Context: an optimization exercise on an open-source flow, tuned for small area, a short achievable clock period and few clock cycles. The choices shown serve that exercise and are no tape-out recipe.
Only simulation tests tie the RTL to the original design; equivalence was not proved.
Power is estimated from default activity; no workload was simulated.

### flow/config.mk
export PLATFORM = sky130hd
export DESIGN_NAME = ccdm_enc
export DESIGN_NICKNAME = ccdm_enc
export VERILOG_FILES = /design/flow/design.v
export SDC_FILE = /design/flow/constraint.sdc
export NUM_CORES = 4
export LEC_CHECK = 0
export CAP_MARGIN = 20
export CORE_MARGIN = 2
export CORE_UTILIZATION = 40
export PLACE_DENSITY = 0.6
export SLEW_MARGIN = 20
### flow/constraint.sdc
create_clock -name core_clock -period 14.0 [get_ports {clk}]
set_input_delay 2.8000 -clock core_clock [delete_from_list [all_inputs] [get_ports {clk}]]
set_output_delay 2.8000 -clock core_clock [all_outputs]
set_load 0.01 [all_outputs]
### flow/design.v
module ccdm_div (
    input  wire        clk,
    input  wire        rst,
    input  wire        start,
    input  wire [31:0] a,
    input  wire [31:0] d,
    output reg         busy,
    output reg         done,
    output reg  [31:0] q
);
    reg [31:0] rem;      
    reg [31:0] dr;       
    reg        nbit;     
    reg [5:0]  cnt;
    wire [32:0] shifted = {rem, nbit};
    wire [33:0] diff    = {1'b0, shifted} - {2'b00, dr};
    always @(posedge clk) begin
        done <= 1'b0;
        if (rst) begin
            busy <= 1'b0;
            cnt  <= 6'd0;
        end else if (start) begin
            rem  <= {1'b0, a[31:1]};
            nbit <= a[0];
            dr   <= d;
            q    <= 32'd0;
            cnt  <= 6'd32;
            busy <= 1'b1;
        end else if (busy) begin
            if (!diff[33]) begin
                rem <= diff[31:0];
                q   <= {q[30:0], 1'b1};
            end else begin
                rem <= shifted[31:0];
                q   <= {q[30:0], 1'b0};
            end
            nbit <= 1'b0;
            cnt  <= cnt - 6'd1;
            if (cnt == 6'd1) begin
                busy <= 1'b0;
                done <= 1'b1;
            end
        end
    end
endmodule
module ccdm_enc (
    input  wire         clk,
    input  wire         rst,
    input  wire         cmd_valid,
    output wire         cmd_ready,
    input  wire [1:0]   cmd_op,       
    input  wire         cmd_bit,
    input  wire [3:0]   cfg_k,        
    input  wire [127:0] cfg_comp,     
    output wire         sym_valid,
    input  wire         sym_ready,
    output wire [3:0]   sym_data,
    output reg          resp_valid,
    output wire [15:0]  resp_result,
    output wire [2:0]   mode,
    output wire [7:0]   err
);
    localparam [2:0] M_IDLE = 3'd0, M_ENC = 3'd1, M_ENC_DONE = 3'd2, M_FAULT = 3'd7;
    localparam [1:0] OP_INIT = 2'd0, OP_BIT = 2'd1, OP_FINAL = 2'd2, OP_SRESET = 2'd3;
    localparam [3:0] S_IDLE  = 4'd0,
                     S_PREF  = 4'd1,    
                     S_IVAL  = 4'd2,    
                     S_FIND  = 4'd3,    
                     S_TLOAD = 4'd4,    
                     S_TDIV  = 4'd5,    
                     S_SETUP = 4'd6,    
                     S_RESC  = 4'd7,    
                     S_RLAST = 4'd8,    
                     S_FTEST = 4'd9,    
                     S_FCMP  = 4'd10,   
                     S_FEND  = 4'd11,   
                     S_FDEC  = 4'd12,   
                     S_FLUSH = 4'd13;
    reg [3:0]  st;
    reg        fin;             
    reg [2:0]  md;
    reg        ecomp;           
    reg [12:0] R;               
    reg [12:0] ntot;
    reg [12:0] A [1:8];         
    reg [31:0] SL, SH;          
    reg [42:0] PL;              
    reg [43:0] PH;              
    reg [31:0] W;               
    reg        c;               
    reg [30:0] RL, RH;          
    reg        nbL, nbH;        
    reg [3:0]  sel;
    reg        pend;            
    reg [3:0]  cnt;
    reg        fa;              
    reg [3:0]  best_a, best_e;
    reg        ovf, kbad;
    integer i;
    wire [12:0] T = A[8];
    assign cmd_ready   = (st == S_IDLE);
    assign sym_valid   = pend;
    assign sym_data    = sel;
    assign resp_result = {3'b000, R};
    assign mode        = md;
    assign err         = {6'd0, md[2], ecomp};
    function [12:0] dec13(input [12:0] a);
        integer k;
        reg b;
        begin
            b = 1'b1;
            for (k = 0; k < 13; k = k + 1) begin
                dec13[k] = a[k] ^ b;
                b = b & ~a[k];
            end
        end
    endfunction
    reg  [12:0] Tm1;                                   
    always @(posedge clk) Tm1 <= dec13(T);
    wire [42:0] Y    = PL + {30'd0, Tm1};                 
    wire [43:0] Z    = PH + {31'd0, Tm1};                 
    wire [12:0] Yhi  = {1'b0, Y[42:31]};
    wire [13:0] keyH = {PH[43:31], |PH[30:0]};
    wire [13:0] keyL = {1'b0, PL[42:31], |PL[30:0]};
    reg         flushm;         
    wire [13:0] keyG = flushm ? {R, 1'b1} : keyH;
    reg  [8:1]  ge;
    always @(*) begin
        for (i = 1; i <= 8; i = i + 1)
            ge[i] = ({A[i], 1'b0} >= keyG);
    end
    reg  [3:0]  sf;
    reg  [12:0] af;
    always @(*) begin
        sf = 4'd8;
        for (i = 7; i >= 1; i = i - 1)
            if (ge[i]) sf = i[3:0];
        case (sf)
            4'd2: af = A[1];
            4'd3: af = A[2];
            4'd4: af = A[3];
            4'd5: af = A[4];
            4'd6: af = A[5];
            4'd7: af = A[6];
            4'd8: af = A[7];
            default: af = 13'd0;
        endcase
    end
    wire contain = (af <= Yhi);
    reg [12:0] am1, as0;
    always @(*) begin
        case (sel)
            4'd2: am1 = A[1];
            4'd3: am1 = A[2];
            4'd4: am1 = A[3];
            4'd5: am1 = A[4];
            4'd6: am1 = A[5];
            4'd7: am1 = A[6];
            4'd8: am1 = A[7];
            default: am1 = 13'd0;
        endcase
        case (sel)
            4'd1: as0 = A[1];
            4'd2: as0 = A[2];
            4'd3: as0 = A[3];
            4'd4: as0 = A[4];
            4'd5: as0 = A[5];
            4'd6: as0 = A[6];
            4'd7: as0 = A[7];
            default: as0 = A[8];
        endcase
    end
    wire [13:0] pre_sum = {1'b0, as0} + {1'b0, am1};
    wire [12:0] nsel    = as0 - am1;
    wire        ge_sel  = ({as0, 1'b0} >= keyH);
    wire        in_e    = (nsel != 13'd0) && (keyL <= {am1, 1'b0}) && ({am1, 1'b0} < keyH);
    wire        in_a    = (Yhi < am1) && !ge_sel;
    wire [12:0] dnl     = Yhi - am1;              
    wire [12:0] dnh     = Z[43:31] - am1;         
    function [13:0] tstep(input [11:0] r, input b, input [12:0] t);
        reg [12:0] x;
        reg [13:0] d;
        begin
            x = {r, b};
            d = {1'b0, x} - {1'b0, t};
            tstep = d[13] ? {1'b0, 1'b0, x[11:0]} : {1'b1, 1'b0, d[11:0]};
        end
    endfunction
    wire [13:0] l1  = tstep(RL[23:12], nbL, T);
    wire [13:0] l2  = tstep(l1[11:0], 1'b0, T);
    wire [13:0] w1  = tstep(RH[23:12], nbH, T);
    wire [13:0] w2  = tstep(w1[11:0], 1'b0, T);
    wire [13:0] nl1 = tstep(RL[11:0], PL[31], T);
    wire [13:0] nl2 = tstep(nl1[11:0], PL[30], T);
    wire [13:0] nh1 = tstep(RH[11:0], PH[31], T);
    wire [13:0] nh2 = tstep(nh1[11:0], PH[30], T);
    wire [12:0] rsum = {1'b0, RL[23:12]} + {1'b0, RH[23:12]};
    wire        wc   = (rsum >= T);
    function [31:0] rstep(input [30:0] r, input b, input [31:0] w, input cin);
        reg [31:0] x;
        reg [32:0] d;
        reg [33:0] e;
        begin
            x = {r, b};
            e = {1'b0, x, 1'b0} - {1'b0, w, cin};
            d = e[33:1];
            rstep = d[32] ? {1'b0, x[30:0]} : {1'b1, d[30:0]};
        end
    endfunction
    wire [31:0] rl1 = rstep(RL, nbL, W, c);
    wire [31:0] rl2 = rstep(rl1[30:0], 1'b0, W, c);
    wire [31:0] rh1 = rstep(RH, nbH, W, c);
    wire [31:0] rh2 = rstep(rh1[30:0], 1'b0, W, c);
    function [28:0] inc29(input [28:0] p, input ci);
        reg [28:0] a, cc;
        integer l, k;
        begin
            a = p;
            for (l = 1; l < 29; l = l * 2)
                for (k = 2*l - 1; k < 29; k = k + 2*l)
                    a[k] = a[k] & a[k-l];
            for (l = 16; l >= 1; l = l / 2)
                for (k = 3*l - 1; k < 29; k = k + 2*l)
                    a[k] = a[k] & a[k-l];
            cc[0] = ci;
            for (k = 1; k < 29; k = k + 1) cc[k] = ci & a[k-1];
            inc29 = p ^ cc;
        end
    endfunction
    wire [14:0] t3 = {2'b00, T} + {1'b0, T, 1'b0};
    function [43:0] horner(input [43:0] p, input [1:0] q, input [12:0] t);
        reg [14:0] v;
        reg [15:0] lo;
        reg        cy;
        integer k;
        begin
            case (q)
                2'd0: v = 15'd0;
                2'd1: v = {2'b00, t};
                2'd2: v = {1'b0, t, 1'b0};
                default: v = t3;
            endcase
            lo = {1'b0, p[12:0], 2'b00} + {1'b0, v};
            horner[14:0] = lo[14:0];
            horner[43:15] = inc29(p[41:13], lo[15]);
        end
    endfunction
    wire [43:0] pl_hx = horner({1'b0, PL}, SL[1:0], T);
    wire [42:0] pl_h  = pl_hx[42:0];
    wire [43:0] ph_h  = horner(PH, SH[1:0], T);
    wire [32:0] smid = {1'b0, SL} + {1'b0, SH};
    wire [44:0] pa   = {2'b00, PL};
    wire [44:0] pb   = {1'b0, PH};
    wire [44:0] pm   = (SL[0] ^ SH[0]) ? ~{32'd0, T} : {45{1'b1}};
    wire [44:0] psx  = pa ^ pb ^ pm;
    wire [44:0] pcy  = (pa & pb) | (pa & pm) | (pb & pm);
    wire [46:0] psum = {1'b0, psx, 1'b1} + {pcy, 1'b0, 1'b1};
    wire [44:0] pmid = psum[45:1];
    reg [12:0] cin [1:8];
    reg        hi_in;
    always @(*) begin
        hi_in = 1'b0;
        for (i = 1; i <= 8; i = i + 1) begin
            cin[i] = (i <= cfg_k) ? cfg_comp[16*(i-1) +: 13] : 13'd0;
            if (i <= cfg_k && cfg_comp[16*(i-1)+13 +: 3] != 3'd0) hi_in = 1'b1;
        end
    end
    wire take      = (st == S_IDLE) && cmd_valid;
    wire take_init = take && (cmd_op == OP_INIT) && (md != M_FAULT);
    wire dec_now   = (st == S_SETUP) || (st == S_FDEC);
    always @(posedge clk) begin
        for (i = 1; i <= 8; i = i + 1) begin
            if (take_init)
                A[i] <= cin[i];
            else if (st == S_PREF && sel == i)
                A[i] <= pre_sum[12:0];
            else if (dec_now && i >= sel)
                A[i] <= dec13(A[i]);
        end
    end
    wire sym_free = !pend || sym_ready;      
    wire [13:0] key = {nsel, wc};
    always @(posedge clk)
        flushm <= !rst && (st == S_FTEST || st == S_FCMP || st == S_FEND || st == S_FDEC || st == S_FLUSH);
    always @(posedge clk) begin
        resp_valid <= 1'b0;
        if (pend && sym_ready) pend <= 1'b0;
        if (rst) begin
            st     <= S_IDLE;
            md     <= M_IDLE;
            ecomp  <= 1'b0;
            R      <= 13'd0;
            pend   <= 1'b0;
            fin    <= 1'b0;
        end else begin
            case (st)
            S_IDLE: if (cmd_valid) begin
                resp_valid <= 1'b1;
                if (cmd_op == OP_SRESET) begin
                    md    <= M_IDLE;
                    ecomp <= 1'b0;
                    R     <= 13'd0;
                end else if (md == M_FAULT) begin
                end else if (cmd_op == OP_INIT) begin
                    resp_valid <= 1'b0;
                    ovf  <= hi_in;
                    kbad <= (cfg_k == 4'd0) || (cfg_k > 4'd8);
                    sel  <= 4'd2;
                    st   <= S_PREF;
                end else if (md != M_ENC) begin
                    md    <= M_FAULT;
                    ecomp <= 1'b0;
                    R     <= 13'd0;
                end else if (cmd_op == OP_BIT) begin
                    resp_valid <= 1'b0;
                    if (cmd_bit) begin
                        SL <= smid[32:1];
                        PL <= pmid[43:1];
                    end else begin
                        SH <= smid[32:1];
                        PH <= pmid[44:1];
                    end
                    R  <= 13'd0;
                    st <= S_FIND;
                end else begin
                    if (T == 13'd0) begin
                        R  <= ntot;
                        md <= M_ENC_DONE;
                    end else begin
                        resp_valid <= 1'b0;
                        R      <= 13'd0;
                        SL     <= 32'd0;
                        SH     <= 32'd0;
                        best_a <= 4'd0;
                        best_e <= 4'd0;
                        sel    <= 4'd1;
                        fin    <= 1'b1;
                        st     <= S_FTEST;
                    end
                end
            end
            S_PREF: begin
                if (pre_sum[13]) ovf <= 1'b1;
                sel <= sel + 4'd1;
                if (sel == 4'd8) st <= S_IVAL;
            end
            S_IVAL: begin
                resp_valid <= 1'b1;
                st <= S_IDLE;
                if (kbad || ovf || T == 13'd0 || T > 13'd4096) begin
                    md    <= M_FAULT;
                    ecomp <= 1'b1;
                    R     <= 13'd0;
                end else begin
                    md   <= M_ENC;
                    R    <= 13'd0;
                    ntot <= T;
                    SL   <= 32'd0;
                    SH   <= 32'h8000_0000;
                    PL   <= 43'd0;
                    PH   <= {T, 31'd0};
                end
            end
            S_FIND: if (sym_free) begin
                if (T != 13'd0 && contain) begin
                    sel  <= sf;
                    pend <= 1'b1;
                    R    <= R + 13'd1;
                    fin  <= 1'b0;
                    st   <= S_TLOAD;
                end else begin
                    resp_valid <= 1'b1;
                    st <= S_IDLE;
                end
            end
            S_TLOAD: begin
                RL[11:0]  <= dnl[12:1];
                PL        <= {Y[42:32], dnl[0], Y[30:0]};
                RH[11:0]  <= dnh[12:1];
                PH        <= {Z[43:32], dnh[0], Z[30:0]};
                RL[23:12] <= am1[12:1];
                nbL       <= am1[0];
                RH[23:12] <= nsel[12:1];
                nbH       <= nsel[0];
                cnt       <= 4'd0;
                st        <= S_TDIV;
            end
            S_TDIV: begin
                RL[23:12] <= l2[11:0];
                RH[23:12] <= w2[11:0];
                RL[11:0]  <= nl2[11:0];
                RH[11:0]  <= nh2[11:0];
                nbL <= 1'b0;
                nbH <= 1'b0;
                W   <= {W[29:0], w1[13], w2[13]};
                if (!fin) begin
                    PL[31:0] <= {PL[29:0], nl1[13], nl2[13]};
                    PH[31:0] <= {PH[29:0], nh1[13], nh2[13]};
                end
                cnt <= cnt + 4'd1;
                if (cnt == 4'd15) st <= fin ? S_FCMP : S_SETUP;
            end
            S_SETUP: begin
                c   <= wc;
                RL  <= PL[31:1];
                nbL <= PL[0];
                RH  <= PH[31:1];
                nbH <= PH[0];
                cnt <= 4'd0;
                st  <= S_RESC;
            end
            S_RESC: begin
                RL  <= rl2[30:0];
                RH  <= rh2[30:0];
                nbL <= 1'b0;
                nbH <= 1'b0;
                SL  <= {SL[29:0], rl1[31], rl2[31]};
                SH  <= {SH[29:0], rh1[31], rh2[31]};
                PL  <= (cnt == 4'd0) ? 43'd0 : pl_h;
                PH  <= (cnt == 4'd0) ? 44'd0 : ph_h;
                cnt <= cnt + 4'd1;
                if (cnt == 4'd15) st <= S_RLAST;
            end
            S_RLAST: begin
                PL <= pl_h;
                PH <= ph_h;
                st <= S_FIND;
            end
            S_FTEST: begin
                RL[23:12] <= am1[12:1];
                nbL       <= am1[0];
                RH[23:12] <= nsel[12:1];
                nbH       <= nsel[0];
                cnt <= 4'd0;
                fa  <= in_a;
                if (in_e) st <= S_TDIV;
                else if (sel == 4'd8) st <= S_FEND;
                else sel <= sel + 4'd1;
            end
            S_FCMP: begin
                if (fa && key > SL[13:0]) begin
                    SL[13:0] <= key;
                    best_a   <= sel;
                end
                if (key > SH[13:0]) begin
                    SH[13:0] <= key;
                    best_e   <= sel;
                end
                if (sel == 4'd8) st <= S_FEND;
                else begin
                    sel <= sel + 4'd1;
                    st  <= S_FTEST;
                end
            end
            S_FEND: begin
                if (best_a != 4'd0)      sel <= best_a;
                else if (best_e != 4'd0) sel <= best_e;
                else                     sel <= sf;
                pend <= 1'b1;
                st   <= S_FDEC;
            end
            S_FDEC: begin
                st <= S_FLUSH;
            end
            S_FLUSH: if (sym_free) begin
                if (R != T) begin
                    sel  <= sf;
                    pend <= 1'b1;
                    R    <= R + 13'd1;
                end else begin
                    R  <= ntot;
                    md <= M_ENC_DONE;
                    resp_valid <= 1'b1;
                    st <= S_IDLE;
                end
            end
            default: st <= S_IDLE;
            endcase
        end
    end
endmodule
### flow/run.sh
#!/bin/bash
# synth_recipe.tcl (not shown) runs the flow's synth.tcl, then flattens the netlist and writes it again
# the make line also repeats each setting of config.mk as NAME=value (left out here)
make -C /OpenROAD-flow-scripts/flow DESIGN_CONFIG=/design/flow/config.mk WORK_HOME=/design/flow/orfs CLKGATE_MAP_FILE= SYNTH_SCRIPT=/design/flow/synth_recipe.tcl finish
==> results of run 1 <==
==> layout by cell type (no fill, tap or decap), types with 33 or more instances in the layout <==
| master | synthesis | final |
|---|---|---|
| a221oi_1 | 36 | 36 |
| o21ai_0 | 440 | 439 |
| xor2_1 | 126 | 123 |
| nand2b_1 | 64 | 64 |
| a31oi_1 | 47 | 46 |
| o21a_1 | 87 | 87 |
| mux2i_1 | 58 | 58 |
| a22oi_1 | 43 | 43 |
| nor2b_1 | 77 | 76 |
| a222oi_1 | 75 | 75 |
| mux2_2 | 55 | 55 |
| inv_1 | 499 | 499 |
| ha_1 | 750 | 750 |
| nor4_1 | 37 | 37 |
| a21o_1 | 202 | 202 |
| and2_1 | 46 | 46 |
| nand2_1 | 650 | 650 |
| nor3_1 | 135 | 128 |
| xnor2_1 | 319 | 315 |
| dfxtp_1 | 38 | 38 |
| clkbuf_16 | 0 | 55 |
| buf_4 | 14 | 138 |
| clkdlybuf4s50_1 | 0 | 162 |
| o211ai_1 | 74 | 74 |
| and3_1 | 40 | 40 |
| o21bai_1 | 66 | 65 |
| nor2_1 | 400 | 386 |
| o31ai_1 | 34 | 33 |
| a211oi_1 | 34 | 34 |
| or3_1 | 33 | 33 |
| o221ai_1 | 93 | 93 |
| edfxtp_1 | 384 | 384 |
| fa_1 | 35 | 35 |
| nand3_1 | 134 | 133 |
| a21oi_1 | 507 | 503 |
| nand4_1 | 69 | 69 |
==> cell type report <==
cell class	count	area (µm²)	area share [%]
clock buffer	64	1410	2.42
tap	1742	2180	3.75
inverter	499	1870	3.22
antenna	4	10.0	0.0172
sequential	422	12300	21.1
timing repair buffer	308	2730	4.70
multi-input combinational	5138	37300	64.1
clock inverter	38	413	0.710
==> through the flow <==
| step | setup WS (ns) | hold slack [ns] | power, µW |
|---|---|---|---|
| floorplan | 7.43 | 0.426 | 7760 |
| finish | 5.78 | 0.444 | 12800 |
| detailed placement | 5.88 | 0.432 | 11000 |
| global route | 5.42 | 0.448 | 13600 |
| CTS | 5.81 | 0.446 | 12600 |
| global placement | 5.95 | 0.429 | 10800 |
==> path summary, 6_finish.rpt <==
kind,startpoint,endpoint,slack (ns),cells after the start
worst max-delay path,W[0]$_DFFE_PP_,RL[0]$_DFFE_PP_,5.78,23
worst min-delay path,W[14]$_DFFE_PP_,W[16]$_DFFE_PP_,0.44,0
worst max register to register,W[0]$_DFFE_PP_,RL[0]$_DFFE_PP_,5.78,23
worst min register to register,W[14]$_DFFE_PP_,W[16]$_DFFE_PP_,0.44,0
==> synthesized netlist by cell type (16+ instances only) <==
cell type	count	area, µm²
o31ai_1	34	255
o2111ai_1	22	193
clkbuf_1	217	815
o21ai_0	440	2200
nor3_1	135	676
a21o_1	202	1520
nand3_1	134	671
mux2i_1	58	581
xor2_1	126	1100
a222oi_1	75	751
o21a_1	87	653
edfxtp_1	384	11500
nand2_1	650	2440
nand2b_1	64	400
dfxtp_1	38	761
nor4_1	37	231
a211o_1	18	158
or3_1	33	206
inv_1	499	1870
o211ai_1	74	556
a21oi_1	507	2540
xnor2_1	319	2790
a221o_1	25	250
mux2_2	55	619
ha_1	750	9380
a31oi_1	47	294
a22oi_1	43	323
and3_1	40	250
nor2b_1	77	482
a221oi_1	36	315
o221ai_1	93	815
or2_2	20	125
a21boi_0	22	165
a22o_1	28	245
o21bai_1	66	495
and2_1	46	288
a211oi_1	34	255
nor2_1	400	1500
a32oi_1	16	140
nand4_1	69	432
fa_1	35	701
==> routing by layer <==
layer / share of wire [%] / GRT usage [%]
met3: 11 / 8.24
met2: 42 / 50.6
met1: 42 / 45.4
met4: 5.8 / 16.9
met5: 0.037 / 0
==> cell families (layout without fill, tap and decap cells) <==
logic type,after synthesis,in the layout,share of synthesized area (%)
multiplexers,113,113,2.30
XOR/XNOR,445,445,7.47
adder cells (fa/ha/maj),787,787,19.4
buffers and inverters,751,909,5.54
AND/OR/NAND/NOR,1765,1765,15.7
AO/OA/AOI/OAI,2019,2019,26.0
other,1,13,0.00719
flip-flops,422,422,23.6
==> sequential cells by signal (all words and copies together) (netlist names), 3 cells and up <==
name,flops
A,104
PH,44
PL,43
R,13
RH,31
RL,31
SH,32
SL,32
Tm1,13
W,32
best_a,4
best_e,4
cnt,4
md,3
ntot,13
sel,4
st,4
==> where the power goes <==
part | switching (µW) | internal, µW
clock network | 673 | 855
logic | 5730 | 3210
registers | 425 | 1950
total | 6830 | 6010
==> impl_metrics.toml, run 1 <==
[worst_setup_path]
cp_cell_sequence = "inv_1 > ha_1 > nor2b_1 > o21ai_0 > o221ai_1 > nand4_1 > nand3_1 > a2111oi_2 > nor2_4 > buf_4 > mux2_2 > ha_1 > and4_1 > nand4_1 > o21ai_0 > o21ai_0 > nand3b_1 > a311oi_1 > o41a_1 > buf_4 > nor2_1 > nand2_1 > a31oi_1"
path_delay_family = "compound AO/OA/AOI/OAI gates"
start_kind = "register"
path_class = "register to register"
crit_top_cell = "o21ai_0"
crit_buf_inv = 3
crit_arrival_ns = 8.69
critPathMaxStageDelay_ns = 0.88
cp_slowest_cell = "a2111oi_2"
critPathCaptureType = "register"
cp.required_ns = 14.47
crit_fanout = 42

[cts]
clockBufferDepth = 3
post_cts_buffers = 0
numCtsBuffers = 55
cts_tree = "done"
worstSkewPairLatency_ns = 0.70
h-tree-depth = 2
root_buffer = "clkbuf_16"
clkSlewWorstSetupHoldPaths_ns = 0.06
hold_buffers = 0
cts_sinks = 422
cts-resized-gates = 0

[routing]
drtIter0Drc = 6663
viasPerCell = 6.32
remaining_drc_errors = 0
wl_per_cell_um = 28.3
vias = 52000
routed_wirelength_um = 233000
dr.pass1.iters = 12
ant_nets = 0

[cells_and_area]
area_delta_synth_final_pct = 11.5
design_area_mm2 = 0.0582
utilization_pct = 44.9
final_layout_size_suffix_gt1_share_pct = 5.98
final_cells = 8215
nFillCells = 12900
fin_nets = 7348

[timing]
fmax_mhz = 122
finClkSkew_ns = 0.0270
relSlewSlack_pct = 19.0
fin_tns_setup_ns = 0
setup_viol = 0
finalCritPeriodShare_pct = 58.7
finalMaxSlewViolations = 0
period_needed_ns = 8.22
hold_viol_final = 0
rsz0062_at_grt = "no"
worstMarginPinSlew_ns = 1.21

[placement]
placed_area_mm2 = 0.0563
gp_congestion = 1.05
dp_cells = 8108
dp_hpwl_um = 184000
portBuffers = 163

[flow_run]
maxCapViolations = 0

[power]
power_leakage_uw = 0.0247
irDropWorstVdd_v = 0.000196
power_density_mw_per_mm2 = 221

[grt]
grt_max_degree = 56
gr-usage-all-layers_pct = 33.9
grt_pass1_wl_um = 334000
grt_pass1_vias = 49000
antenna_found_initial = 13
overflow = 0

[floorplan]
fp.dieH_um = 365
dieArea_mm2 = 0.133
start_util_pct = 40.3
die_w_um = 365
pin_count = 173
core_mm2 = 0.129
rows = 132

[synthesis]
netlist_area_mm2 = 0.0522
ys.flop_type = "edfxtp_1"
seq_area_frac_synth_pct = 23.6
ys_ff_latch = 422
syn-instance-count = 6303
ys_types = 97
synthArstFlopShare_pct = 0
avgSynthCellArea_um2 = 8.27
synth_enable_flop_cells = 384
ys_warn_count = 3

[min_path]
hold_class = "register to register"

[run_status]
status = "timing/DRC/antenna clean"
Testbench counts, summed over its fixed seeds: cycles 256,074.
==> inputs of run 2 (changes only) <==
--- a/flow/design.v
+++ b/flow/design.v
@@ -90,6 +90,8 @@
     reg        c;               
     reg [30:0] RL, RH;          
     reg        nbL, nbH;        
+    reg        nbL2, nbH2;      
+    reg        tdvq;            
     reg [3:0]  sel;
     reg        pend;            
     reg [3:0]  cnt;
@@ -186,15 +188,11 @@
             tstep = d[13] ? {1'b0, 1'b0, x[11:0]} : {1'b1, 1'b0, d[11:0]};
         end
     endfunction
-    wire [13:0] l1  = tstep(RL[23:12], nbL, T);
+    wire [13:0] l1  = tstep(SL[25:14], nbL2, T);
     wire [13:0] l2  = tstep(l1[11:0], 1'b0, T);
-    wire [13:0] w1  = tstep(RH[23:12], nbH, T);
+    wire [13:0] w1  = tstep(SH[25:14], nbH2, T);
     wire [13:0] w2  = tstep(w1[11:0], 1'b0, T);
-    wire [13:0] nl1 = tstep(RL[11:0], PL[31], T);
-    wire [13:0] nl2 = tstep(nl1[11:0], PL[30], T);
-    wire [13:0] nh1 = tstep(RH[11:0], PH[31], T);
-    wire [13:0] nh2 = tstep(nh1[11:0], PH[30], T);
-    wire [12:0] rsum = {1'b0, RL[23:12]} + {1'b0, RH[23:12]};
+    wire [12:0] rsum = {1'b0, SL[25:14]} + {1'b0, SH[25:14]};
     wire        wc   = (rsum >= T);
     function [31:0] rstep(input [30:0] r, input b, input [31:0] w, input cin);
         reg [31:0] x;
@@ -207,10 +205,12 @@
             rstep = d[32] ? {1'b0, x[30:0]} : {1'b1, d[30:0]};
         end
     endfunction
-    wire [31:0] rl1 = rstep(RL, nbL, W, c);
-    wire [31:0] rl2 = rstep(rl1[30:0], 1'b0, W, c);
-    wire [31:0] rh1 = rstep(RH, nbH, W, c);
-    wire [31:0] rh2 = rstep(rh1[30:0], 1'b0, W, c);
+    wire [31:0] rl1 = rstep(RL, (tdvq & PL[31]) | nbL, W, c);
+    wire [31:0] rl2 = rstep(rl1[30:0], tdvq & PL[30], W, c);
+    wire [31:0] rh1 = rstep(RH, (tdvq & PH[31]) | nbH, W, c);
+    wire [31:0] rh2 = rstep(rh1[30:0], tdvq & PH[30], W, c);
+    wire [39:0] QW  = {SL[31:26], SL[13:0], SH[31:26], SH[13:0]};
+    wire [39:0] QWn = {QW[37:0], w1[13], w2[13]};
     function [28:0] inc29(input [28:0] p, input ci);
         reg [28:0] a, cc;
         integer l, k;
@@ -292,6 +292,7 @@
             R      <= 13'd0;
             pend   <= 1'b0;
             fin    <= 1'b0;
+            tdvq   <= 1'b0;
         end else begin
             case (st)
             S_IDLE: if (cmd_valid) begin
@@ -374,34 +375,43 @@
                 end
             end
             S_TLOAD: begin
-                RL[11:0]  <= dnl[12:1];
+                RL        <= {19'd0, dnl[12:1]};
                 PL        <= {Y[42:32], dnl[0], Y[30:0]};
-                RH[11:0]  <= dnh[12:1];
+                RH        <= {18'd0, dnh[12:1]};
                 PH        <= {Z[43:32], dnh[0], Z[30:0]};
-                RL[23:12] <= am1[12:1];
-                nbL       <= am1[0];
-                RH[23:12] <= nsel[12:1];
-                nbH       <= nsel[0];
+                SL[25:14] <= am1[12:1];
+                nbL2      <= am1[0];
+                SH[25:14] <= nsel[12:1];
+                nbH2      <= nsel[0];
+                nbL       <= 1'b0;
+                nbH       <= 1'b0;
+                W         <= {19'd0, T};
+                c         <= 1'b0;
+                tdvq      <= 1'b1;
                 cnt       <= 4'd0;
                 st        <= S_TDIV;
             end
             S_TDIV: begin
-                RL[23:12] <= l2[11:0];
-                RH[23:12] <= w2[11:0];
-                RL[11:0]  <= nl2[11:0];
-                RH[11:0]  <= nh2[11:0];
-                nbL <= 1'b0;
-                nbH <= 1'b0;
-                W   <= {W[29:0], w1[13], w2[13]};
+                SL[25:14] <= l2[11:0];
+                SH[25:14] <= w2[11:0];
+                RL  <= rl2[30:0];
+                RH  <= rh2[30:0];
+                nbL2 <= 1'b0;
+                nbH2 <= 1'b0;
                 if (!fin) begin
-                    PL[31:0] <= {PL[29:0], nl1[13], nl2[13]};
-                    PH[31:0] <= {PH[29:0], nh1[13], nh2[13]};
+                    {SL[31:26], SL[13:0], SH[31:26], SH[13:0]} <= QWn;
+                    PL[31:0] <= {PL[29:0], rl1[31], rl2[31]};
+                    PH[31:0] <= {PH[29:0], rh1[31], rh2[31]};
                 end
                 cnt <= cnt + 4'd1;
-                if (cnt == 4'd15) st <= fin ? S_FCMP : S_SETUP;
+                if (cnt == 4'd15) begin
+                    tdvq <= 1'b0;
+                    st   <= fin ? S_FCMP : S_SETUP;
+                end
             end
             S_SETUP: begin
                 c   <= wc;
+                W   <= QW[31:0];
                 RL  <= PL[31:1];
                 nbL <= PL[0];
                 RH  <= PH[31:1];
@@ -427,13 +437,20 @@
                 st <= S_FIND;
             end
             S_FTEST: begin
-                RL[23:12] <= am1[12:1];
-                nbL       <= am1[0];
-                RH[23:12] <= nsel[12:1];
-                nbH       <= nsel[0];
+                SL[25:14] <= am1[12:1];
+                nbL2      <= am1[0];
+                SH[25:14] <= nsel[12:1];
+                nbH2      <= nsel[0];
+                nbL       <= 1'b0;
+                nbH       <= 1'b0;
+                W         <= {19'd0, T};
+                c         <= 1'b0;
                 cnt <= 4'd0;
                 fa  <= in_a;
-                if (in_e) st <= S_TDIV;
+                if (in_e) begin
+                    tdvq <= 1'b1;
+                    st   <= S_TDIV;
+                end
                 else if (sel == 4'd8) st <= S_FEND;
                 else sel <= sel + 4'd1;
             end
==> impl_metrics.toml, run 2 <==
[cts]
root_buffer = "clkbuf_16"
numCtsBuffers = 56
worstSkewPairLatency_ns = 0.71
clkSlewWorstSetupHoldPaths_ns = 0.07
h-tree-depth = 2
cts-resized-gates = 0
cts_tree = "done"
clockBufferDepth = 3
cts_sinks = 425
hold_buffers = 0
post_cts_buffers = 0

[worst_setup_path]
crit_arrival_ns = 9.26
crit_top_cell = "a21o_1"
cp.depth = 25
cp.required_ns = 14.44
start_kind = "register"
crit_fanout = 14
crit_buf_inv = 1
critPathMaxStageDelay_ns = 0.68
path_class = "register to register"
critPathCaptureType = "register"
path_delay_family = "compound AO/OA/AOI/OAI gates"
r2r_cells = 25
cp_slowest_cell = "a2111oi_0"

[min_path]
hold_class = "register to register"
hold_depth = 2

[power]
power_density_mw_per_mm2 = 248
irDropWorstVdd_v = 0.000173
power_leakage_uw = 0.0234
clkPwrFrac_pct = 11.7
p_sw_uw = 7270
p_sw_share_pct = 52.7
internal_power_uw = 6520
combPwrFrac_pct = 69.8
seqPwrFrac_pct = 18.5

[routing]
dr.pass1.iters = 12
vias = 48700
ant_nets = 0
remaining_drc_errors = 0
routed_wirelength_um = 210000
drtIter0Drc = 6210
wl_per_cell_um = 27.5
viasPerCell = 6.37

[synthesis]
synthArstFlopShare_pct = 0
ys_warn_count = 3
yosysMostFrequentCell = "ha_1"
synthTopCellsByCount = "ha_1, inv_1, nand2_1"
netlist_area_mm2 = 0.0499
synth_enable_flop_cells = 386
ys_ff_latch = 425
ys_types = 98
seq_area_frac_synth_pct = 24.8
synth_top_area_cell = "edfxtp_1"
syn-instance-count = 5890
ys.flop_type = "edfxtp_1"
ys_top_cells_by_area = "edfxtp_1, ha_1, xnor2_1, inv_1, a21oi_1"
avgSynthCellArea_um2 = 8.48
synth_top_area_share_pct = 23.2

[grt]
overflow = 0
top_usage_layer = "met2"
grtUsageMet1_pct = 40.9
grt_pass1_vias = 46400
gr-usage-all-layers_pct = 31.9
antenna_found_initial = 3
grt_pass1_wl_um = 306000
grtUsageMet2_pct = 49.7
grt_max_degree = 64
met3_usage_pct = 5.22

[placement]
gp_congestion = 1.01
dp_hpwl_um = 162000
placed_area_mm2 = 0.0536
portBuffers = 163

[cells_and_area]
seq_area_mm2 = 0.0124
layout_commonest_cell = "ha_1"
multi_input_area_mm2 = 0.0349
utilization_pct = 44.9
largest_reg_flops = 104
top_regs = "A (104), PH (44), PL (43)"
design_area_mm2 = 0.0556
final_cell_mix = "ha_1, inv_1, nand2_1, edfxtp_1, a21oi_1"
top_register = "A"
final_layout_size_suffix_gt1_share_pct = 5.74
nFillCells = 12100
area_delta_synth_final_pct = 11.4
fin_nets = 6821

[floorplan]
pin_count = 173
fp.dieH_um = 357
die_w_um = 357
rows = 129
start_util_pct = 40.3
dieArea_mm2 = 0.128
core_mm2 = 0.124

[timing]
rsz0062_at_grt = "no"
fin_tns_setup_ns = 0
worstMarginPinSlew_ns = 1.18
setup_viol = 0
fmax_mhz = 113
relSlewSlack_pct = 18.8
finalCritPeriodShare_pct = 63.0
holdWs_ns = 0.543
hold_viol_final = 0
period_needed_ns = 8.82
finClkSkew_ns = 0.0545
finalMaxSlewViolations = 0

[run_status]
status = "timing/DRC/antenna clean"

[flow_run]
maxCapViolations = 0
run 2: cell types whose count changed after synthesis, moves of 65 or more:
cell,delta
nand2_1,-181
nor3_1,+104
o221ai_1,-65
a221o_1,+117
a22oi_1,+78
o21ai_0,-106
a21oi_1,-148
run 2: worst reg2reg max path: stages (launching register included):
cell       delay, ns
edfxtp_1        0.45
a21o_1          0.27
ha_1            0.29
nor2b_1         0.14
o31ai_1         0.39
a21oi_1         0.22
a2111oi_0       0.68
or2_2           0.27
o21ai_0         0.13
o221ai_1        0.26
a21o_1          0.42
nand2_1         0.49
buf_4           0.37
mux2_2          0.32
ha_1            0.35
a21oi_1         0.16
o22ai_1         0.12
o41ai_1         0.43
nand2_1         0.12
a2111oi_2       0.48
o31ai_1         0.20
a21o_1          0.25
a221o_1         0.36
a31oi_2         0.55
nor2_1          0.40
a221o_1         0.44
run 2: cells by family (layout without fill, tap and decap cells):
kind of cell / after synthesis / count (layout) / share of synthesized area (%)
AO/OA/AOI/OAI: 1802 / 1802 / 25.5
XOR/XNOR: 401 / 401 / 7.03
adder cells (fa/ha/maj): 722 / 722 / 18.6
buffers and inverters: 767 / 879 / 5.89
flip-flops: 425 / 425 / 24.8
multiplexers: 103 / 103 / 2.18
other: 1 / 14 / 0.00751
AND/OR/NAND/NOR: 1669 / 1669 / 16.1
run 2: area by class of cell:
class / count / share of cell area (%)
inverter: 501 / 3.38
clock inverter: 36 / 0.866
sequential: 425 / 22.2
clock buffer: 70 / 2.65
tap: 1637 / 3.68
antenna: 5 / 0.0225
timing repair buffer: 272 / 4.40
multi-input combinational: 4706 / 62.8
run 2: path summary, 6_finish.rpt:
| path | slack [ns] | startpoint | endpoint |
|---|---|---|---|
| worst max-delay path | 5.18 | PL[31]$_DFFE_PP_ | RL[9]$_DFFE_PP_ |
| worst min-delay path | 0.54 | ntot[5]$_DFFE_PP_ | R[5]$_SDFFE_PP0P_ |
| worst max register to register | 5.18 | PL[31]$_DFFE_PP_ | RL[9]$_DFFE_PP_ |
| worst min register to register | 0.54 | ntot[5]$_DFFE_PP_ | R[5]$_SDFFE_PP0P_ |
run 2: power groups by stage:
stage                     sequential, µW  combinational [µW]  clock (µW)
after floorplan                     2200                6450           0
after global placement              2560                9200           0
after detailed placement            2550                9290           0
after CTS                           2530                9360        1620
after global routing                2560               10400        1650
final                               2550                9630        1610
run 2: per-stage QoR:
stage | power [µW] | setup WS, ns | instances
after floorplan | 8640 | 7.04 | 5898
after global placement | 11800 | 5.58 | 7540
after detailed placement | 11800 | 5.32 | 7541
after CTS | 13500 | 5.31 | 7647
after global routing | 14600 | 4.55 | 7647
final | 13800 | 5.18 | 7652
run 2: routing by layer:
metal,up-vias,share of wire (%)
li1,22300,-
met1,23300,41
met2,2492,44
met3,585,8.4
met4,2,7.3
met5,-,0.0052
Testbench counts of run 2, summed over its fixed seeds: cycles 256,074.
==> inputs of run 3 (changes only) <==
--- a/flow/design.v
+++ b/flow/design.v
@@ -87,11 +87,8 @@
     reg [42:0] PL;              
     reg [43:0] PH;              
     reg [31:0] W;               
-    reg        c;               
     reg [30:0] RL, RH;          
     reg        nbL, nbH;        
-    reg        nbL2, nbH2;      
-    reg        tdvq;            
     reg [3:0]  sel;
     reg        pend;            
     reg [3:0]  cnt;
@@ -120,7 +117,6 @@
     reg  [12:0] Tm1;                                   
     always @(posedge clk) Tm1 <= dec13(T);
     wire [42:0] Y    = PL + {30'd0, Tm1};                 
-    wire [43:0] Z    = PH + {31'd0, Tm1};                 
     wire [12:0] Yhi  = {1'b0, Y[42:31]};
     wire [13:0] keyH = {PH[43:31], |PH[30:0]};
     wire [13:0] keyL = {1'b0, PL[42:31], |PL[30:0]};
@@ -177,8 +173,6 @@
     wire        ge_sel  = ({as0, 1'b0} >= keyH);
     wire        in_e    = (nsel != 13'd0) && (keyL <= {am1, 1'b0}) && ({am1, 1'b0} < keyH);
     wire        in_a    = (Yhi < am1) && !ge_sel;
-    wire [12:0] dnl     = Yhi - am1;              
-    wire [12:0] dnh     = Z[43:31] - am1;         
     function [13:0] tstep(input [11:0] r, input b, input [12:0] t);
         reg [12:0] x;
         reg [13:0] d;
@@ -188,11 +182,15 @@
             tstep = d[13] ? {1'b0, 1'b0, x[11:0]} : {1'b1, 1'b0, d[11:0]};
         end
     endfunction
-    wire [13:0] l1  = tstep(SL[25:14], nbL2, T);
+    wire [13:0] l1  = tstep(RL[11:0], nbL, T);
     wire [13:0] l2  = tstep(l1[11:0], 1'b0, T);
-    wire [13:0] w1  = tstep(SH[25:14], nbH2, T);
+    wire [13:0] l3  = tstep(l2[11:0], 1'b0, T);
+    wire [13:0] l4  = tstep(l3[11:0], 1'b0, T);
+    wire [13:0] w1  = tstep(RH[11:0], nbH, T);
     wire [13:0] w2  = tstep(w1[11:0], 1'b0, T);
-    wire [12:0] rsum = {1'b0, SL[25:14]} + {1'b0, SH[25:14]};
+    wire [13:0] w3  = tstep(w2[11:0], 1'b0, T);
+    wire [13:0] w4  = tstep(w3[11:0], 1'b0, T);
+    wire [12:0] rsum = {1'b0, RL[11:0]} + {1'b0, RH[11:0]};
     wire        wc   = (rsum >= T);
     function [31:0] rstep(input [30:0] r, input b, input [31:0] w, input cin);
         reg [31:0] x;
@@ -200,17 +198,33 @@
         reg [33:0] e;
         begin
             x = {r, b};
-            e = {1'b0, x, 1'b0} - {1'b0, w, cin};
+            e = {1'b0, x, 1'b0} - {1'b0, w, 1'b0};
             d = e[33:1];
             rstep = d[32] ? {1'b0, x[30:0]} : {1'b1, d[30:0]};
         end
     endfunction
-    wire [31:0] rl1 = rstep(RL, (tdvq & PL[31]) | nbL, W, c);
-    wire [31:0] rl2 = rstep(rl1[30:0], tdvq & PL[30], W, c);
-    wire [31:0] rh1 = rstep(RH, (tdvq & PH[31]) | nbH, W, c);
-    wire [31:0] rh2 = rstep(rh1[30:0], tdvq & PH[30], W, c);
-    wire [39:0] QW  = {SL[31:26], SL[13:0], SH[31:26], SH[13:0]};
-    wire [39:0] QWn = {QW[37:0], w1[13], w2[13]};
+    wire [31:0] rl1 = rstep(RL, nbL, W, 1'b0);
+    wire [31:0] rl2 = rstep(rl1[30:0], 1'b0, W, 1'b0);
+    wire [31:0] rh1 = rstep(RH, nbH, W, 1'b0);
+    wire [31:0] rh2 = rstep(rh1[30:0], 1'b0, W, 1'b0);
+    wire [31:0] nl = SL - PL[31:0];
+    wire [31:0] nh = SH - PL[31:0];
+    function [31:0] inc32(input [31:0] p, input ci);
+        reg [31:0] a, cc;
+        integer l, k;
+        begin
+            a = p;
+            for (l = 1; l < 32; l = l * 2)
+                for (k = 2*l - 1; k < 32; k = k + 2*l)
+                    a[k] = a[k] & a[k-l];
+            for (l = 8; l >= 1; l = l / 2)
+                for (k = 3*l - 1; k < 32; k = k + 2*l)
+                    a[k] = a[k] & a[k-l];
+            cc[0] = ci;
+            for (k = 1; k < 32; k = k + 1) cc[k] = ci & a[k-1];
+            inc32 = p ^ cc;
+        end
+    endfunction
     function [28:0] inc29(input [28:0] p, input ci);
         reg [28:0] a, cc;
         integer l, k;
@@ -292,7 +306,6 @@
             R      <= 13'd0;
             pend   <= 1'b0;
             fin    <= 1'b0;
-            tdvq   <= 1'b0;
         end else begin
             case (st)
             S_IDLE: if (cmd_valid) begin
@@ -375,47 +388,30 @@
                 end
             end
             S_TLOAD: begin
-                RL        <= {19'd0, dnl[12:1]};
-                PL        <= {Y[42:32], dnl[0], Y[30:0]};
-                RH        <= {18'd0, dnh[12:1]};
-                PH        <= {Z[43:32], dnh[0], Z[30:0]};
-                SL[25:14] <= am1[12:1];
-                nbL2      <= am1[0];
-                SH[25:14] <= nsel[12:1];
-                nbH2      <= nsel[0];
-                nbL       <= 1'b0;
-                nbH       <= 1'b0;
-                W         <= {19'd0, T};
-                c         <= 1'b0;
-                tdvq      <= 1'b1;
+                RL        <= {19'd0, am1[12:1]};
+                nbL       <= am1[0];
+                RH        <= {19'd0, nsel[12:1]};
+                nbH       <= nsel[0];
                 cnt       <= 4'd0;
                 st        <= S_TDIV;
             end
             S_TDIV: begin
-                SL[25:14] <= l2[11:0];
-                SH[25:14] <= w2[11:0];
-                RL  <= rl2[30:0];
-                RH  <= rh2[30:0];
-                nbL2 <= 1'b0;
-                nbH2 <= 1'b0;
-                if (!fin) begin
-                    {SL[31:26], SL[13:0], SH[31:26], SH[13:0]} <= QWn;
-                    PL[31:0] <= {PL[29:0], rl1[31], rl2[31]};
-                    PH[31:0] <= {PH[29:0], rh1[31], rh2[31]};
-                end
+                RL[11:0] <= l4[11:0];
+                RH[11:0] <= w4[11:0];
+                nbL <= 1'b0;
+                nbH <= 1'b0;
+                W   <= {W[27:0], w1[13], w2[13], w3[13], w4[13]};
+                if (!fin)
+                    PL[31:0] <= {PL[27:0], l1[13], l2[13], l3[13], l4[13]};
                 cnt <= cnt + 4'd1;
-                if (cnt == 4'd15) begin
-                    tdvq <= 1'b0;
-                    st   <= fin ? S_FCMP : S_SETUP;
-                end
+                if (cnt == 4'd7) st <= fin ? S_FCMP : S_SETUP;
             end
             S_SETUP: begin
-                c   <= wc;
-                W   <= QW[31:0];
-                RL  <= PL[31:1];
-                nbL <= PL[0];
-                RH  <= PH[31:1];
-                nbH <= PH[0];
+                W   <= inc32(W, wc);
+                RL  <= nl[31:1];
+                nbL <= nl[0];
+                RH  <= nh[31:1];
+                nbH <= nh[0];
                 cnt <= 4'd0;
                 st  <= S_RESC;
             end
@@ -437,20 +433,13 @@
                 st <= S_FIND;
             end
             S_FTEST: begin
-                SL[25:14] <= am1[12:1];
-                nbL2      <= am1[0];
-                SH[25:14] <= nsel[12:1];
-                nbH2      <= nsel[0];
-                nbL       <= 1'b0;
-                nbH       <= 1'b0;
-                W         <= {19'd0, T};
-                c         <= 1'b0;
+                RL        <= {19'd0, am1[12:1]};
+                nbL       <= am1[0];
+                RH        <= {19'd0, nsel[12:1]};
+                nbH       <= nsel[0];
                 cnt <= 4'd0;
                 fa  <= in_a;
-                if (in_e) begin
-                    tdvq <= 1'b1;
-                    st   <= S_TDIV;
-                end
+                if (in_e) st <= S_TDIV;
                 else if (sel == 4'd8) st <= S_FEND;
                 else sel <= sel + 4'd1;
             end
--- a/flow/config.mk
+++ b/flow/config.mk
@@ -9,4 +9,5 @@
 export CORE_MARGIN = 2
 export CORE_UTILIZATION = 40
 export PLACE_DENSITY = 0.6
+export SETUP_SLACK_MARGIN = 5
 export SLEW_MARGIN = 20
==> impl_metrics.toml, run 3 <==
[run_status]
status = "timing/DRC/antenna clean"

[routing]
vias = 51400
viasPerCell = 6.22
wl_per_cell_um = 25.6
dr.pass1.iters = 10
remaining_drc_errors = 0
routed_wirelength_um = 211000
drtIter0Drc = 5735
ant_nets = 0

[placement]
dp_hpwl_um = 165000
portBuffers = 163
gp_congestion = 1.02

[power]
irDropWorstVdd_v = 0.000153
power_leakage_uw = 0.0254
power_density_mw_per_mm2 = 287

[floorplan]
fp.dieH_um = 367
rows = 133
dieArea_mm2 = 0.134
pin_count = 173
core_mm2 = 0.131
start_util_pct = 40.2
die_w_um = 367

[cts]
h-tree-depth = 2
clockBufferDepth = 3
worstSkewPairLatency_ns = 0.70
cts_tree = "done"
numCtsBuffers = 57
clkSlewWorstSetupHoldPaths_ns = 0.06
root_buffer = "clkbuf_16"
cts_sinks = 421

[worst_setup_path]
path_class = "register to register"
cp.required_ns = 14.41
critPathMaxStageDelay_ns = 0.41
cp_slowest_cell = "edfxtp_1"
crit_fanout = 12
start_kind = "register"
critPathCaptureType = "register"
crit_arrival_ns = 9.15

[cells_and_area]
top_regs = "A (104), PH (44), PL (43)"
final_layout_size_suffix_gt1_share_pct = 6.80
fin_nets = 7405
largest_reg_flops = 104
layout_commonest_cell = "ha_1"
top_register = "A"
area_delta_synth_final_pct = 12.5
final_cell_mix = "ha_1, inv_1, nand2_1, a21oi_1, o21ai_0"
utilization_pct = 45.2

[timing]
fin_tns_setup_ns = 0
finClkSkew_ns = 0.0573
worstMarginPinSlew_ns = 1.22
finalCritPeriodShare_pct = 62.4
holdWs_ns = 0.533
hold_viol_final = 0
fmax_mhz = 114
rsz0062_at_grt = "yes"
period_needed_ns = 8.74
relSlewSlack_pct = 16.5
finalMaxSlewViolations = 0
setup_viol = 0

[synthesis]
yosysMostFrequentCell = "ha_1"
syn-instance-count = 6312
ys_top_cells_by_area = "edfxtp_1, ha_1, xnor2_1, a21oi_1, o21ai_0"
ys_types = 94
synthTopCellsByCount = "ha_1, inv_1, nand2_1"
seq_area_frac_synth_pct = 23.3
synthArstFlopShare_pct = 0
synth_top_area_cell = "edfxtp_1"
ys_ff_latch = 421
ys_warn_count = 3
synth_enable_flop_cells = 383
ys.flop_type = "edfxtp_1"
avgSynthCellArea_um2 = 8.33
synth_top_area_share_pct = 21.9
netlist_area_mm2 = 0.0526

[grt]
antenna_found_initial = 10
gr-usage-all-layers_pct = 30.2
overflow = 0
grt_max_degree = 73
grt_pass1_vias = 48100
grt_pass1_wl_um = 311000

[flow_run]
maxCapViolations = 0

[min_path]
hold_class = "register to register"
## run 3: cell count changes after synthesis, moves of 43 or more
cell	delta
a221o_1	-91
o21ai_0	+103
xnor2_1	+58
ha_1	+94
nor3_1	-68
o22ai_1	+43
nand2_1	+58
a21oi_1	+83
a21o_1	+45
## run 3: cell families after synthesis
logic type	Yosys count	share of synthesized area, %
flops	421	23.3
fa+ha+maj	813	19.8
simple gates	1743	15.9
xor+xnor	459	7.64
buf+inv	776	5.66
compound gates	1946	24.6
other cells	1	0.00713
mux	153	3.12
## run 3: path summary, 6_finish.rpt
kind	cells after the start	to	startpoint	slack, ns
worst min-delay path	2	fin$_SDFFE_PP0P_	fin$_SDFFE_PP0P_	0.53
worst min register to register	2	fin$_SDFFE_PP0P_	fin$_SDFFE_PP0P_	0.53
worst max-delay path	35	RL[1]$_DFFE_PP_	A[8][5]$_DFFE_PP_	5.26
worst max register to register	35	RL[1]$_DFFE_PP_	A[8][5]$_DFFE_PP_	5.26
## run 3: cell type report
cell class                      instances  area [µm²]
Sequential cell                       421       12300
Tap cell                             1755        2200
Inverter                              538        2030
Antenna cell                            1        2.50
Clock inverter                         31         338
Multi-Input combinational cell       5124       38000
Timing Repair Buffer                  312        2790
Clock buffer                           75        1600
Fill cell                           12800       71800
## run 3: metal layers
| metal | GRT usage [%] | part of all wire, % | vias to the layer above |
|---|---|---|---|
| met2 | 47.2 | 43 | 2426 |
| met3 | 4.73 | 8.5 | 541 |
| met5 | 0 | 0.021 | - |
| met1 | 40.3 | 42 | 24700 |
| li1 | - | - | 23800 |
| met4 | 15.0 | 6.1 | 6 |
## run 3: critical path, delay by kind of cell, from the launching register on
family	cells	cell delay, ns
AO/OA/AOI/OAI	16	3.45
AND/OR/NAND/NOR	9	1.63
multiplexers	4	1.45
adder cells (fa/ha/maj)	4	1.14
flip-flops	1	0.41
buffers and inverters	2	0.35
## run 3: metrics by stage
stage,setup slack [ns],power (µW),instances,instance area (µm²)
after floorplan,5.01,10800,6320,52600
after global placement,2.05,14500,8095,56400
after detailed placement,1.78,14600,8095,56400
after CTS,4.97,16500,8226,58700
after global routing,4.91,18100,8256,59200
final,5.26,17000,8257,59200
## run 3: repair_timing
item,4_1_cts,5_1_grt
gates resized for setup,33,54
cloned,1,0
hold buffers,0,0
pin swaps,9,24
setup buffers,24,29
endpoints found under the setup margin,30,33
## run 3: where the power goes
part | switching (µW) | total [µW] | leakage, µW | internal, µW
Sequential | 456 | 2570 | 0.00383 | 2120
Combinational | 7900 | 12900 | 0.0207 | 4950
Clock | 663 | 1570 | 0.000945 | 912
Testbench counts of run 3, summed over its fixed seeds: cycles 204,394.

what the ideal ports hide:
The results above use ideal ports. As a check the final layouts listed here were re-extracted and re-timed, cells and wires unchanged. Step 1 sets driving cells, clkbuf_16 on the clock port and buf_2 on the other inputs (assumed; they add their load-dependent delay and slew). Step 2 moves the port delays by t, midway between the first and last clock arrival at a register: inputs arrive t later, outputs are due t later. That takes back most of the time a late clock gives input paths. a / b / c = ideal ports / drivers / drivers and shift; a / b = the first two.
run | t (ns) | setup WS [ns] | hold WS [ns]
run 1 | 0.765 | 5.780 / 5.780 / 5.780 | 0.444 / 0.444 / 0.444
run 2 | 0.760 | 5.181 / 5.181 / 5.181 | 0.543 / 0.543 / 0.543
run 3 | 0.750 | 5.259 / 5.259 / 5.259 | 0.533 / 0.533 / 0.533
After both steps every run listed still meets setup and hold.
